From an optimization exercise on the open Yosys and OpenROAD flow, aimed at small area, a short achievable clock period and few clock cycles per item; shortcuts taken in it are not production practice.
At most, simulation tests tie the RTL to the original design; equivalence was not proved.

== before ==
Design fpdiv, start of the top module:
module fpdiv (
    input  wire        clk,
    input  wire        rst,           
    input  wire        in_valid,
    output wire        in_ready,
    input  wire [31:0] in_a,          
    input  wire [31:0] in_b,          
    output reg         out_valid,
    output reg  [31:0] out_result
);
Size in the first run: ~0.067 mm2 of cells after synthesis.
clock: 10.0 ns
lec_check: 0
abc_area: 1
cap_margin: 20
core_margin: 2
core_utilization: 40
cts_cluster_diameter: 120
cts_cluster_size: 25
slew_margin: 20
standard.sh (not shown) runs the stock make flow with config.mk's settings and CLKGATE_MAP_FILE= SYNTH_SCRIPT=/design/flow/synth_recipe.tcl, a recipe that flattens the netlist after the stock synthesis.
==> flow/flow/run.sh <==
#!/bin/bash
# The standard layout, with the full adders left to abc (yosys's full-adder
# extraction, ADDER_MAP_FILE, is turned off) and timing repair aimed at a
# setup margin of 6.6 ns. All output goes to standard_flow.log here; ORFS
# keeps each step's own log under orfs/logs.
set -euo pipefail
bash standard.sh ADDER_MAP_FILE= SETUP_SLACK_MARGIN=6.6 TNS_END_PERCENT=100 finish > standard_flow.log 2>&1
For after, these inputs were changed with respect to before:
- ABC_AREA: 1 -> unset
Notes after the runs:
As of after, die area had fallen by more than 10% compared to before. after finished all stages; the layout is clean. The wire length of the first global-routing pass of after was superior to that of before. Worst hold slack: lower on after.
Function was not checked in any run of this note: the RTL went through the layout flow alone.

========
Another version of the RTL of fpdiv (not shown whole).
Size in the first run: ~7900 cells after synthesis, about 1900 flip-flops.
export LEC_CHECK = 0
export CAP_MARGIN = 20
export CORE_MARGIN = 2
export CORE_UTILIZATION = 40
export SETUP_SLACK_MARGIN = 5
export SLEW_MARGIN = 20
create_clock -name core_clock -period 10.0 [get_ports {clk}]
run.sh (not shown) runs the stock make flow with config.mk's settings and CLKGATE_MAP_FILE= SYNTH_SCRIPT=/design/flow/synth_recipe.tcl, a recipe that flattens the netlist after the stock synthesis.
Stock flow here: none of the scripts above is used.
The baseline finished with timing, DRC and antenna clean.
==> next run, changes <==
- SETUP_SLACK_MARGIN: 5 -> default
What happened: The new run ran to the end with no violations; global-route usage hardly moves; wire length is about the same; cell count stays flat; final area falls by 0.36%; critical path depth falls by 11; sequential share of layout area rises by 0.15 points; hold slack stays flat; via count is about the same; worst setup slack degrades by 0.73 ns; area after synthesis stays the same.
Function was not checked in any run of this note: the RTL went through the layout flow alone.

========
12-01:
Another version of the RTL of fpdiv (not shown whole).
Size in the first run: about 10000 cells after synthesis, about 1500 flip-flops, roughly 100 I/O pins, about 0.071 mm^2 of cells after synthesis.
clock: 10.0 ns
lec_check: 0
abc_area: 1
cap_margin: 20
core_margin: 2
core_utilization: 40
cts_cluster_diameter: 120
cts_cluster_size: 25
slew_margin: 20
standard.sh (not shown) runs the stock make flow with config.mk's settings and CLKGATE_MAP_FILE= SYNTH_SCRIPT=/design/flow/synth_recipe.tcl, a recipe that flattens the netlist after the stock synthesis.
Scripts as last shown in full above: flow/flow/run.sh
Testbench counts of 12-01, summed over its fixed seeds: cycles 8,136, items 8,000.
Setup changes, 12-01 to 11-23
-- flow/config.mk --
<<< 12-01, line 8
export ABC_AREA = 1
>>> 11-23, line 8
Findings:
When 11-23 is measured against 12-01, its sequential share of layout area turns out 1.8 points higher.
Smallest hold slack essentially unchanged between 11-23 and 12-01.
Looking at total global-route track usage across 11-23 and 12-01, the one that comes out lower is 11-23.
STATUS post-DP HPWL: 11-23 wins against 12-01
11-23 ended up with fewer standard cells than 12-01.
Between 12-01 and 11-23, the flow reports post-route cell area decreasing by a few percent.
Transition time of the tightest slew-check pin (higher): 11-23
In terms of initial standard-cell utilization of the core, 11-23 and 12-01 differ only marginally.
On 11-23: per-cell routed wire length is 14% higher than what 12-01 gave.

========
rev 12:
The RTL this note starts from:
==> flow/design.v <==
module fpdiv (
    input  wire        clk,
    input  wire        rst,           
    input  wire        in_valid,
    output wire        in_ready,
    input  wire [31:0] in_a,          
    input  wire [31:0] in_b,          
    output reg         out_valid,
    output reg  [31:0] out_result
);
    localparam integer NS = 13;       
    localparam [1:0] C_FIN  = 2'd0;
    localparam [1:0] C_ZERO = 2'd1;
    localparam [1:0] C_INF  = 2'd2;
    localparam [1:0] C_NAN  = 2'd3;
    reg        rdy_q;                 
    reg        v0;
    reg        s0;                    
    reg  [7:0] ea0, eb0;
    reg [23:0] ma0, mb0;              
    reg        az0, bz0;              
    reg signed [5:0] c0;              
    assign in_ready = rdy_q;
    wire in_az = (in_a[30:0] == 31'd0);
    wire in_bz = (in_b[30:0] == 31'd0);
    wire in_ha = (in_a[30:23] != 8'd0);
    wire in_hb = (in_b[30:23] != 8'd0);
    wire need_a = ~ma0[23] & ~az0;
    wire need_b = ~mb0[23] & ~bz0;
    always @(posedge clk) begin
        if (rdy_q) begin
            s0  <= in_a[31] ^ in_b[31];
            ea0 <= in_a[30:23];
            eb0 <= in_b[30:23];
            ma0 <= {in_ha, in_a[22:0]};
            mb0 <= {in_hb, in_b[22:0]};
            az0 <= in_az;
            bz0 <= in_bz;
            c0  <= 6'sd0;
        end else begin
            if (need_a) ma0 <= {ma0[22:0], 1'b0};
            if (need_b) mb0 <= {mb0[22:0], 1'b0};
            c0 <= c0 + (need_b ? 6'sd1 : 6'sd0) - (need_a ? 6'sd1 : 6'sd0);
        end
    end
    always @(posedge clk) begin
        if (rst) begin
            rdy_q <= 1'b1;
            v0    <= 1'b0;
        end else if (rdy_q) begin
            v0    <= in_valid;
            rdy_q <= ~in_valid | (in_ha | in_az) & (in_hb | in_bz);
        end else begin
            rdy_q <= ~(need_a & ~ma0[22]) & ~(need_b & ~mb0[22]);
        end
    end
    wire v0_go = v0 & rdy_q;
    wire a_nan = (ea0 == 8'hFF) & (ma0[22:0] != 23'd0);
    wire b_nan = (eb0 == 8'hFF) & (mb0[22:0] != 23'd0);
    wire a_inf = (ea0 == 8'hFF) & (ma0[22:0] == 23'd0);
    wire b_inf = (eb0 == 8'hFF) & (mb0[22:0] == 23'd0);
    wire        a_lt_b = (ma0 < mb0);
    wire [26:0] w0 = a_lt_b ? {2'b00, ma0, 1'b0} : {3'b000, ma0};
    wire signed [9:0] xa = (ea0 == 8'd0) ? 10'sd1 : $signed({2'b00, ea0});
    wire signed [9:0] xb = (eb0 == 8'd0) ? 10'sd1 : $signed({2'b00, eb0});
    wire signed [9:0] e_hi = xa - xb + {{4{c0[5]}}, c0} + 10'sd127;
    wire signed [9:0] e_lo = e_hi - 10'sd1;
    wire signed [9:0] e1 = a_lt_b ? e_lo : e_hi;
    wire e_ovf = a_lt_b ? (e_lo > 10'sd254) : (e_hi > 10'sd254);
    wire e_unf = a_lt_b ? (e_lo < -10'sd23) : (e_hi < -10'sd23);
    localparam signed [8:0] E_INF  = 9'sd255;
    localparam signed [8:0] E_ZERO = -9'sd24;
    localparam signed [8:0] E_NAN  = 9'h100;
    function sel;
        input [6:0] est;
        input integer m;
        begin
            sel = ($signed(est) >= m);
        end
    endfunction
    reg signed [8:0] ex1;
    always @(*) begin
        if (a_nan | b_nan | (a_inf & b_inf) | (az0 & bz0)) ex1 = E_NAN;
        else if (a_inf | bz0)                               ex1 = E_INF;
        else if (b_inf | az0)                               ex1 = E_ZERO;
        else if (e_ovf)                                     ex1 = E_INF;
        else if (e_unf)                                     ex1 = E_ZERO;
        else                                                ex1 = e1[8:0];
    end
    localparam integer NP = NS + 2;
    reg [NP-1:0]      v_p;
    reg [NP-1:0]      s_p;
    reg [9*NP-1:0]    e_p;
    reg [23*NP-1:0]   b_p;
    reg [27*NP-1:0]   ws_p;           
    reg [27*NP-1:0]   wc_p;           
    reg [39*NP-1:0]   qd_p;           
    wire [27*NP-1:0] ws_n;
    wire [27*NP-1:0] wc_n;
    wire [3*NP-1:0]  qd_n;
    genvar g;
    generate
        for (g = 1; g <= NS; g = g + 1) begin : st
            wire [22:0] bf  = b_p[23*g +: 23];
            wire [28:0] d1  = {3'b000, 1'b1, bf, 2'b00};
            wire [28:0] d2  = {2'b00, 1'b1, bf, 3'b000};
            wire [26:0] ws  = ~ws_p[27*g +: 27];
            wire [26:0] wc  = ~wc_p[27*g +: 27];
            wire [6:0]  est = ws[26:20] + wc[26:20];
            reg         p2, p1, n1, n2;
            always @(*) begin
                p2 = 1'b0; p1 = 1'b0; n1 = 1'b0; n2 = 1'b0;
                case (bf[22:20])
                    3'd0: begin p2 = sel(est, 12); p1 = sel(est,  4) & ~p2; n2 = ~sel(est, -13); n1 = ~sel(est, -4) & ~n2; end
                    3'd1: begin p2 = sel(est, 14); p1 = sel(est,  4) & ~p2; n2 = ~sel(est, -15); n1 = ~sel(est, -6) & ~n2; end
                    3'd2: begin p2 = sel(est, 15); p1 = sel(est,  4) & ~p2; n2 = ~sel(est, -16); n1 = ~sel(est, -6) & ~n2; end
                    3'd3: begin p2 = sel(est, 16); p1 = sel(est,  4) & ~p2; n2 = ~sel(est, -18); n1 = ~sel(est, -6) & ~n2; end
                    3'd4: begin p2 = sel(est, 18); p1 = sel(est,  6) & ~p2; n2 = ~sel(est, -20); n1 = ~sel(est, -8) & ~n2; end
                    3'd5: begin p2 = sel(est, 20); p1 = sel(est,  6) & ~p2; n2 = ~sel(est, -20); n1 = ~sel(est, -8) & ~n2; end
                    3'd6: begin p2 = sel(est, 20); p1 = sel(est,  8) & ~p2; n2 = ~sel(est, -22); n1 = ~sel(est, -8) & ~n2; end
                    default: begin p2 = sel(est, 24); p1 = sel(est,  8) & ~p2; n2 = ~sel(est, -24); n1 = ~sel(est, -8) & ~n2; end
                endcase
            end
            wire [28:0] y  = ({29{p1}} & ~d1) | ({29{p2}} & ~d2) |
                             ({29{n1}} &  d1) | ({29{n2}} &  d2);
            wire [28:0] a4 = {ws, 2'b00};
            wire [28:0] c4 = {wc, 2'b00};
            wire [28:0] ts = a4 ^ c4 ^ y;
            wire [28:0] tc = (a4 & c4) | (a4 & y) | (c4 & y);
            assign ws_n[27*g +: 27] = ~ts[26:0];
            assign wc_n[27*g +: 27] = ~{tc[25:0], p1 | p2};
            assign qd_n[3*g +: 3]   = {n1 | n2, p2 | n2, p1 | n1};
        end
    endgenerate
    integer n;
    always @(posedge clk) begin
        if (rst) v_p <= {NP{1'b0}};
        else     v_p <= {v_p[NP-2:1], v0_go, 1'b0};
        s_p[1]         <= s0;
        e_p[9 +: 9]    <= ex1;
        b_p[23 +: 23]  <= mb0[22:0];
        ws_p[27 +: 27] <= ~w0;
        wc_p[27 +: 27] <= ~27'd0;
        qd_p[39 +: 39] <= 39'd0;
        for (n = 1; n <= NS; n = n + 1) begin
            s_p[n+1]              <= s_p[n];
            e_p[9*(n+1) +: 9]     <= e_p[9*n +: 9];
            b_p[23*(n+1) +: 23]   <= b_p[23*n +: 23];
            ws_p[27*(n+1) +: 27]  <= ws_n[27*n +: 27];
            wc_p[27*(n+1) +: 27]  <= wc_n[27*n +: 27];
            qd_p[39*(n+1) +: 39]  <= {qd_p[39*n +: 36], qd_n[3*n +: 3]};
        end
    end
    wire [26:0] fws = ~ws_p[27*(NS+1) +: 27];
    wire [26:0] fwc = ~wc_p[27*(NS+1) +: 27];
    wire [26:0] fb  = {2'b01, b_p[23*(NS+1) +: 23], 2'b00};
    wire [26:0] fw  = fws + fwc;                       
    wire        neg = fw[26];
    wire [26:0] zs  = fws ^ fwc ^ fb;
    wire [26:0] zc  = {(fws[25:0] & fwc[25:0] | fws[25:0] & fb[25:0] | fwc[25:0] & fb[25:0]), 1'b0};
    wire        z0  = ((fws ^ fwc) == {(fws[25:0] | fwc[25:0]), 1'b0});
    wire        zb  = ((zs ^ zc) == {(zs[25:0] | zc[25:0]), 1'b0});
    wire [38:0] fqd = qd_p[39*(NS+1) +: 39];
    reg  [25:0] qpos_v, qneg_v;
    integer j;
    always @(*) begin
        for (j = 0; j < 13; j = j + 1) begin
            qpos_v[2*j +: 2] = fqd[3*j+2] ? 2'b00 : fqd[3*j +: 2];
            qneg_v[2*j +: 2] = fqd[3*j+2] ? fqd[3*j +: 2] : 2'b00;
        end
    end
    wire [25:0] qv  = qpos_v + ~qneg_v + {25'd0, ~neg};
    reg         v_e, s_e, stk_e;
    reg  [8:0]  e_e;
    reg  [23:0] q_e;
    always @(posedge clk) begin
        if (rst) v_e <= 1'b0;
        else     v_e <= v_p[NS+1];
        s_e   <= s_p[NS+1];
        e_e   <= e_p[9*(NS+1) +: 9];
        q_e   <= qv[23:0];                            
        stk_e <= ~(z0 | zb);
    end
    wire signed [8:0] ef = e_e;
    wire        is_nan = ef[8] & ~ef[7];
    wire        is_inf = (ef == E_INF);
    wire        subn = ef[8] | (ef[7:0] == 8'd0);
    wire [4:0]  sh   = subn ? (5'd1 - ef[4:0]) : 5'd0;    
    wire [24:0] x    = {1'b1, q_e};                       
    wire [49:0] xs   = {x, 25'd0} >> sh;
    wire [23:0] m    = xs[49:26];
    wire        gb   = xs[25];
    wire        stk  = stk_e | (xs[24:0] != 25'd0);
    wire        rnd  = gb & (stk | m[0]);
    wire [7:0]  ef8  = subn ? 8'd0 : ef[7:0];
    wire [30:0] pk   = {ef8, m[22:0]} + {30'd0, rnd};
    reg  [31:0] res;
    always @(*) begin
        if (is_nan)      res = 32'h7FC00000;
        else if (is_inf) res = {s_e, 8'hFF, 23'd0};
        else             res = {s_e, pk};
    end
    always @(posedge clk) begin
        if (rst) out_valid <= 1'b0;
        else     out_valid <= v_e;
        out_result <= res;
    end
endmodule
clock: 10.0 ns
lec_check: 0
cap_margin: 20
core_margin: 2
core_utilization: 40
setup_slack_margin: 5
slew_margin: 20
run.sh (not shown) runs the stock make flow with config.mk's settings and CLKGATE_MAP_FILE= SYNTH_SCRIPT=/design/flow/synth_recipe.tcl, a recipe that flattens the netlist after the stock synthesis.
Stock flow here: none of the scripts above is used.
Setup changes, rev 12 to rev 13
# rev 12
export LEC_CHECK = 0
export CAP_MARGIN = 20
export CORE_MARGIN = 2
export CORE_UTILIZATION = 40
export SETUP_SLACK_MARGIN = 5
export SLEW_MARGIN = 20
create_clock -name core_clock -period 10.0 [get_ports {clk}]
# rev 13
export LEC_CHECK = 0
export CAP_MARGIN = 20
export CORE_MARGIN = 2
export CORE_UTILIZATION = 40
export SLEW_MARGIN = 20
create_clock -name core_clock -period 10.0 [get_ports {clk}]
==> comparison <==
The final layout from rev 13, which completed every stage, passed the timing, DRC and antenna checks at the end of the flow.
Area taken by multi-input logic gates in rev 13 is about 2.6% below rev 12.
[rev 13] final cycle utilization of the critical path rose 9.2 points relative to rev 12
Rev 13 falls short of rev 12 in normalized max-slew margin.
Compare rev 12 and rev 13 | maximum fanout encountered on the critical timing path higher: rev 13
Between rev 12 and rev 13, the final worst setup slack is higher for rev 12.
Comparing rev 13 with rev 12, the final hold slack came out essentially unchanged.
Aggregate global-route resource usage down 0.21 points in rev 13 wrt rev 12
Function was not checked in any run of this note: the RTL went through the layout flow alone.

-- re-timing with driven ports --
Ports are ideal in the flow. The routed layouts listed here were re-timed in OpenROAD. Step 1: set_driving_cell puts a clkbuf_16 on clk and a buf_2 on each other input, an assumption about the parent block. Step 2 adds t to the input delays and takes it off the output delays; t is the mean of the earliest and latest rising clock arrival at the registers after step 1. Input paths then give back, and output paths get back, about the clock's delay inside the block. a / b / c = ideal / step 1 / step 2; a / b = the first two.
run	t (ns)	setup slack, ns	latest minus earliest clock arrival (ns)
before	0.780	6.662 / 6.604 / 5.943	0.042 / 0.042
after	0.766	4.195 / 4.195 / 4.195	0.035 / 0.035
the first run of note 2	0.898	5.239 / 5.239 / 5.239	0.056 / 0.056
the second run of note 2	0.898	4.505 / 4.505 / 4.505	0.057 / 0.058
12-01	0.766	6.691 / 6.610 / 6.034	0.045 / 0.045
11-23	0.773	6.551 / 6.551 / 6.128	0.038 / 0.038
rev 12	0.851	5.006 / 5.006 / 5.006	0.060 / 0.060
rev 13	0.845	4.083 / 4.083 / 4.083	0.061 / 0.061
After both steps every run listed still meets setup and hold. The setup slack of before, which loses most, moves by -0.058 ns with the drivers and by -0.719 ns with both steps.
